Source: an optimization exercise on an open RTL-to-GDS flow (aim: small area). Production flows keep margins and buffers that such runs may drop.
Only simulation tests tie the RTL to the original design; equivalence was not proved.
Power is estimated from default activity; no workload was simulated.

Design mc32_core, start of the top module:
module mc32_core (
  input  wire        clk,
  input  wire        rst,           
  input  wire [31:0] prog_len,      
  output wire [31:0] imem_addr,
  input  wire [63:0] imem_rdata,
  output wire [9:0]  dmem_addr,
  output wire        dmem_we,
  output wire [31:0] dmem_wdata,
  input  wire [31:0] dmem_rdata,
  input  wire        in_valid,
  input  wire        in_eof,
  input  wire [7:0]  in_data,
  output wire        in_ready,
  output wire        out_valid,
  output wire [7:0]  out_data,
  output wire        halted,
  output wire        faulted,
  output wire [2:0]  fault_code,
  output wire [31:0] exit_code
);
  localparam NREG  = 13;
  localparam DEPTH = 16;
  localparam [2:0] F_STACK    = 3'd1;
  localparam [2:0] F_RANGE    = 3'd2;
  localparam [2:0] F_ILLEGAL  = 3'd3;
  localparam [2:0] F_FETCH    = 3'd4;
  localparam [2:0] F_CALL     = 3'd5;
  localparam [2:0] F_RET      = 3'd6;
  localparam [2:0] F_PUTBACK  = 3'd7;
  localparam [7:0] OP_MOV  = 8'h01, OP_ADD = 8'h02, OP_SUB = 8'h03, OP_AND = 8'h04,
                   OP_ORR  = 8'h05, OP_EOR = 8'h06, OP_MVN = 8'h07, OP_LSL = 8'h08,
                   OP_LSR  = 8'h09, OP_CMP = 8'h0A, OP_STR = 8'h0B, OP_LDR = 8'h0C,
                   OP_B    = 8'h10, OP_BEQ = 8'h11, OP_BNE = 8'h12, OP_BLT = 8'h13,
                   OP_BGT  = 8'h14, OP_BL  = 8'h15, OP_RET = 8'h16, OP_HALT = 8'h20;
  ...
Size in the first run: about 2200 cells after synthesis, about 1100 flip-flops, ~260 I/O pins, roughly 31000 sq um of cells after synthesis.
Settings: LEC_CHECK=0, ABC_AREA=0, CAP_MARGIN=20, CORE_MARGIN=2, CORE_UTILIZATION=55, PLACE_DENSITY=0.72, SLEW_MARGIN=20; clock period 10.0 ns.
standard.sh (not shown) runs the stock make flow with config.mk's settings and CLKGATE_MAP_FILE= SYNTH_SCRIPT=/design/flow/synth_recipe.tcl, a recipe that flattens the netlist after the stock synthesis.
==> flow/flow/run.sh <==
#!/bin/bash
# The standard layout (the standard.sh, standard synthesis unchanged), with two knobs:
# every port still gets a buffer, but the small buf_1; and CTS without dummy loads, with
# clusters of at most 18 sinks driven by clkbuf_8.
set -euo pipefail
bash standard.sh \
  "BUFFER_PORTS_ARGS=-buffer_cell sky130_fd_sc_hd__buf_1" \
  "CTS_ARGS=-sink_clustering_enable -repair_clock_nets -dont_use_dummy_load -sink_clustering_size 18 -sink_clustering_max_diameter 75 -buf_list sky130_fd_sc_hd__clkbuf_8" \
  finish > standard.log 2>&1
Change:
- ABC_AREA: 0 -> 1
The changed run produced a clean layout; critical path depth rose by 7; worst setup slack gains 1100 ps; final area rose by 2.4%; count of clock-buffer cells in the layout rose by 1; global-route usage rose by 2.6 points; worst hold slack gains 11 ps; first-iteration DRC count rose by about 12%; sequential share of layout area fell by 1.6 points; wire length rose by 14%.
Change:
==> flow/flow/run.sh (replaced) <==
#!/bin/bash
# The standard layout (the standard.sh, standard synthesis unchanged), with two knobs:
# every port still gets a buffer, but the small buf_1; and CTS without dummy loads, with
# clusters of at most 32 sinks driven by clkbuf_16.
set -euo pipefail
bash standard.sh \
  "BUFFER_PORTS_ARGS=-buffer_cell sky130_fd_sc_hd__buf_1" \
  "CTS_ARGS=-sink_clustering_enable -repair_clock_nets -dont_use_dummy_load -sink_clustering_size 32 -sink_clustering_max_diameter 70 -buf_list sky130_fd_sc_hd__clkbuf_16" \
  finish > standard.log 2>&1
- ABC_AREA: 1 -> 0
Result: The new run finished clean. Setup slack got worse by 1100 ps. Die area goes down by a few percent. Final area fell slightly. Global-route usage falls by 2.7 points. Cell count decreases by about a fifth. Area after synthesis drops by a few percent.
Change:
==> flow/flow/run.sh (replaced) <==
#!/bin/bash
# The standard layout (the standard.sh, standard synthesis unchanged), with two knobs:
# every port still gets a buffer, but the small buf_1; and CTS without dummy loads, with
# clusters of at most 16 sinks driven by clkbuf_8.
set -euo pipefail
bash standard.sh \
  "BUFFER_PORTS_ARGS=-buffer_cell sky130_fd_sc_hd__buf_1" \
  "CTS_ARGS=-sink_clustering_enable -repair_clock_nets -dont_use_dummy_load -sink_clustering_size 16 -sink_clustering_max_diameter 80 -buf_list sky130_fd_sc_hd__clkbuf_8" \
  finish > standard.log 2>&1
- CORE_UTILIZATION: 55 -> 40
- PLACE_DENSITY: 0.72 -> 0.6
Outcome:
- The new run finished clean
- cell area rises by 1.1%
- global-route usage shrinks by 5.2 points
- total power is lower by 0.57%
- synthesized cell count stays the same
- critical path depth is unchanged
- worst setup slack gets worse by 90 ps
- hold slack gains 9.9 ps
- via count fell by 0.44%
- register-to-register slack is better by 130 ps


== JK ==
mc32_core, a different RTL version from the one above (not shown whole).
Size: roughly 1,100 flip-flops, roughly 260 I/O pins, roughly 0.031 mm^2 of cells after synthesis.
export LEC_CHECK = 0
export ABC_AREA = 0
export CAP_MARGIN = 20
export CORE_MARGIN = 2
export CORE_UTILIZATION = 55
export PLACE_DENSITY = 0.72
export SLEW_MARGIN = 20
create_clock -name core_clock -period 10.0 [get_ports {clk}]
==> flow/flow/run.sh <==
#!/bin/bash
# The standard layout (the standard.sh, standard synthesis unchanged), with two knobs:
# every port still gets a buffer, but the small buf_1; and CTS without dummy loads, with
# clusters of at most 16 sinks driven by clkbuf_8.
set -euo pipefail
bash standard.sh \
  "BUFFER_PORTS_ARGS=-buffer_cell sky130_fd_sc_hd__buf_1" \
  "CTS_ARGS=-sink_clustering_enable -repair_clock_nets -dont_use_dummy_load -sink_clustering_size 16 -sink_clustering_max_diameter 80 -buf_list sky130_fd_sc_hd__clkbuf_8" \
  finish > standard.log 2>&1
The following lists how MS was set up differently from JK:
Settings: CORE_UTILIZATION now 40, was 55; PLACE_DENSITY now 0.6, was 0.72.
==> flow/flow/run.sh <==
#!/bin/bash
# The standard layout (the standard.sh, standard synthesis unchanged), with two knobs:
# every port still gets a buffer, but the small buf_1; and CTS without dummy loads, with
# clusters of at most 20 sinks driven by clkbuf_8.
set -euo pipefail
bash standard.sh \
  "BUFFER_PORTS_ARGS=-buffer_cell sky130_fd_sc_hd__buf_1" \
  "CTS_ARGS=-sink_clustering_enable -repair_clock_nets -dont_use_dummy_load -sink_clustering_size 20 -sink_clustering_max_diameter 70 -buf_list sky130_fd_sc_hd__clkbuf_8" \
  finish > standard.log 2>&1
Notes after the runs:
Taking JK as the reference, in MS placed wire-length estimate after detailed placement higher; share of total power in the clock network lower; met3 routing resource usage after global routing lower. Comparing JK and MS, the lower hold slack was measured on MS. Of the two values seen for highest signal layer in the routed design, met4 was produced by MS and met5 by JK. For the clock distribution area overhead in the final layout, MS came in 0.39 points lower than JK did.


mc32_core, a different RTL version from the one above (not shown whole).
For scale: ~2400 cells after synthesis, roughly 1100 flip-flops.
Design mc32_core, start of the top module:
module mc32_core (
  input  wire        clk,
  input  wire        rst,           
  input  wire [31:0] prog_len,      
  output wire [31:0] imem_addr,
  input  wire [63:0] imem_rdata,
  output wire [9:0]  dmem_addr,
  output wire        dmem_we,
  output wire [31:0] dmem_wdata,
  input  wire [31:0] dmem_rdata,
  input  wire        in_valid,
  input  wire        in_eof,
  input  wire [7:0]  in_data,
  output wire        in_ready,
  output wire        out_valid,
  output wire [7:0]  out_data,
  output wire        halted,
  output wire        faulted,
  output wire [2:0]  fault_code,
  output wire [31:0] exit_code
);
make LEC_CHECK=0 CAP_MARGIN=20 CORE_MARGIN=2 CORE_UTILIZATION=40 PLACE_DENSITY=0.6 SLEW_MARGIN=20 finish   # period 10.0 ns
run.sh (not shown) runs the stock make flow with config.mk's settings and CLKGATE_MAP_FILE= SYNTH_SCRIPT=/design/flow/synth_recipe.tcl, a recipe that flattens the netlist after the stock synthesis.
Stock flow here: none of the scripts above is used.
Then changed:
- ABC_AREA: not set -> 1
- CORE_UTILIZATION: 40 -> 60
- CTS_BUF_LIST: not set -> sky130_fd_sc_hd__clkbuf_2 sky130_fd_sc_hd__clkbuf_4 sky130_fd_sc_hd__clkbuf_8
- PLACE_DENSITY: 0.6 -> 0.75
Result: Via count climbs by 17%; critical path depth goes up by 11; wire length grows by 3.2%; design area fell by 2.5%; core utilization goes up by 23 points; fmax grows by 3.3%; die area drops by 33%.


Setup of rev 12:
Starting RTL as in the previous note.
clock: 10.0 ns
lec_check: 0
abc_area: 1
cap_margin: 20
core_margin: 2
core_utilization: 40
place_density: 0.6
slew_margin: 20
standard.sh (not shown) runs the stock make flow with config.mk's settings and CLKGATE_MAP_FILE= SYNTH_SCRIPT=/design/flow/synth_recipe.tcl, a recipe that flattens the netlist after the stock synthesis.
==> flow/flow/run.sh <==
#!/bin/bash
# The standard layout (the standard.sh, standard synthesis unchanged), with two knobs:
# every port still gets a buffer, but the small buf_1; and CTS without dummy loads.
set -euo pipefail
bash standard.sh \
  "BUFFER_PORTS_ARGS=-buffer_cell sky130_fd_sc_hd__buf_1" \
  "CTS_ARGS=-sink_clustering_enable -repair_clock_nets -dont_use_dummy_load -sink_clustering_size 20 -sink_clustering_max_diameter 100 -buf_list sky130_fd_sc_hd__clkbuf_8" \
  finish > standard.log 2>&1
Having completed the whole flow, rev 12 delivered a layout that passed the timing, DRC and antenna checks.
What rev 13 does differently from rev 12 at the input level:
Settings: CTS_BUF_LIST newly set to sky130_fd_sc_hd__clkbuf_4.
==> flow/run.sh (new file) <==
#!/bin/bash
# synth_recipe.tcl (not shown) runs the flow's synth.tcl, then flattens the netlist and writes it again
# the make line also repeats each setting of config.mk as NAME=value (left out here)
make -C /OpenROAD-flow-scripts/flow DESIGN_CONFIG=/design/flow/config.mk WORK_HOME=/design/flow/orfs CLKGATE_MAP_FILE= SYNTH_SCRIPT=/design/flow/synth_recipe.tcl finish
removed: flow/flow/run.sh
removed: flow/standard.sh
### Flow results
- Rev 13 finished end to end and its layout was clean on timing, DRC and antenna.
- Comparing the two runs side by side, rev 13 comes out behind rev 12 on time the worst path needs with I/O delays and setup.
- Via count: rev 13 vs rev 12 up 7.8%
- Changes observed in rev 13 relative to rev 12: proportion of cell area occupied by registers went down; count of H-tree levels built during CTS went up; wire length on met1 went up; synthesized cell count did not really move; routed wire length went up.
- Looking at remaining max-slew budget at the tightest pin across rev 13 and rev 12, the one that comes out lower is rev 13.
- Per the comparison of rev 13 with rev 12, number of cells on the critical path decreased by 1 relative to the old numbers, combinational share of power decreased by 0.6 points relative to the old numbers.

[port drivers added, routing unchanged]
The flow's constraints put no driver on any port. The routed layouts listed below were extracted and timed again, unchanged, in two steps.
Step 1: set_driving_cell puts a clkbuf_16 on clk and a buf_2 on each other input, an assumption about the parent block.
Step 2 moves the port delays by t, midway between the first and last clock arrival at a register: inputs arrive t later, outputs are due t later. That takes back most of the time a late clock gives input paths.
a / b / c = ideal ports / drivers / drivers and shift; a / b = the first two.
run | t, ns | slack for setup (ns) | worst setup path at the end | clock arrival spread, ns | cell pins on the clock port's net
the first run of note 1 | 0.700 | 1.959 / 1.903 / 1.903 | input to output | 0.108 / 0.108 | 1
the second run of note 1 | 0.698 | 3.046 / 2.979 / 2.979 | input to output | 0.104 / 0.104 | 1
the third run of note 1 | 0.640 | 1.916 / 1.861 / 1.861 | input to output | 0.103 / 0.103 | 1
the fourth run of note 1 | 0.711 | 1.826 / 1.738 / 1.738 | input to output | 0.099 / 0.099 | 1
JK | 0.705 | 2.739 / 2.699 / 2.699 | input to output | 0.104 / 0.104 | 1
MS | 0.698 | 2.739 / 2.684 / 2.684 | input to output | 0.093 / 0.093 | 1
the first run of note 3 | 0.721 | 1.677 / 1.630 / 1.630 | input to output | 0.110 / 0.111 | 1
the second run of note 3 | 0.835 | 1.945 / 1.892 / 1.892 | input to output | 0.051 / 0.051 | 1
rev 12 | 0.750 | 3.211 / 3.187 / 3.187 | input to output | 0.115 / 0.115 | 1
rev 13 | 1.058 | 1.954 / 1.911 / 1.911 | input to output | 0.147 / 0.148 | 1
After both steps every run listed still meets setup and hold. The setup slack of the fourth run of note 1, which loses most, moves by -0.088 ns with the drivers and by -0.088 ns with both steps.
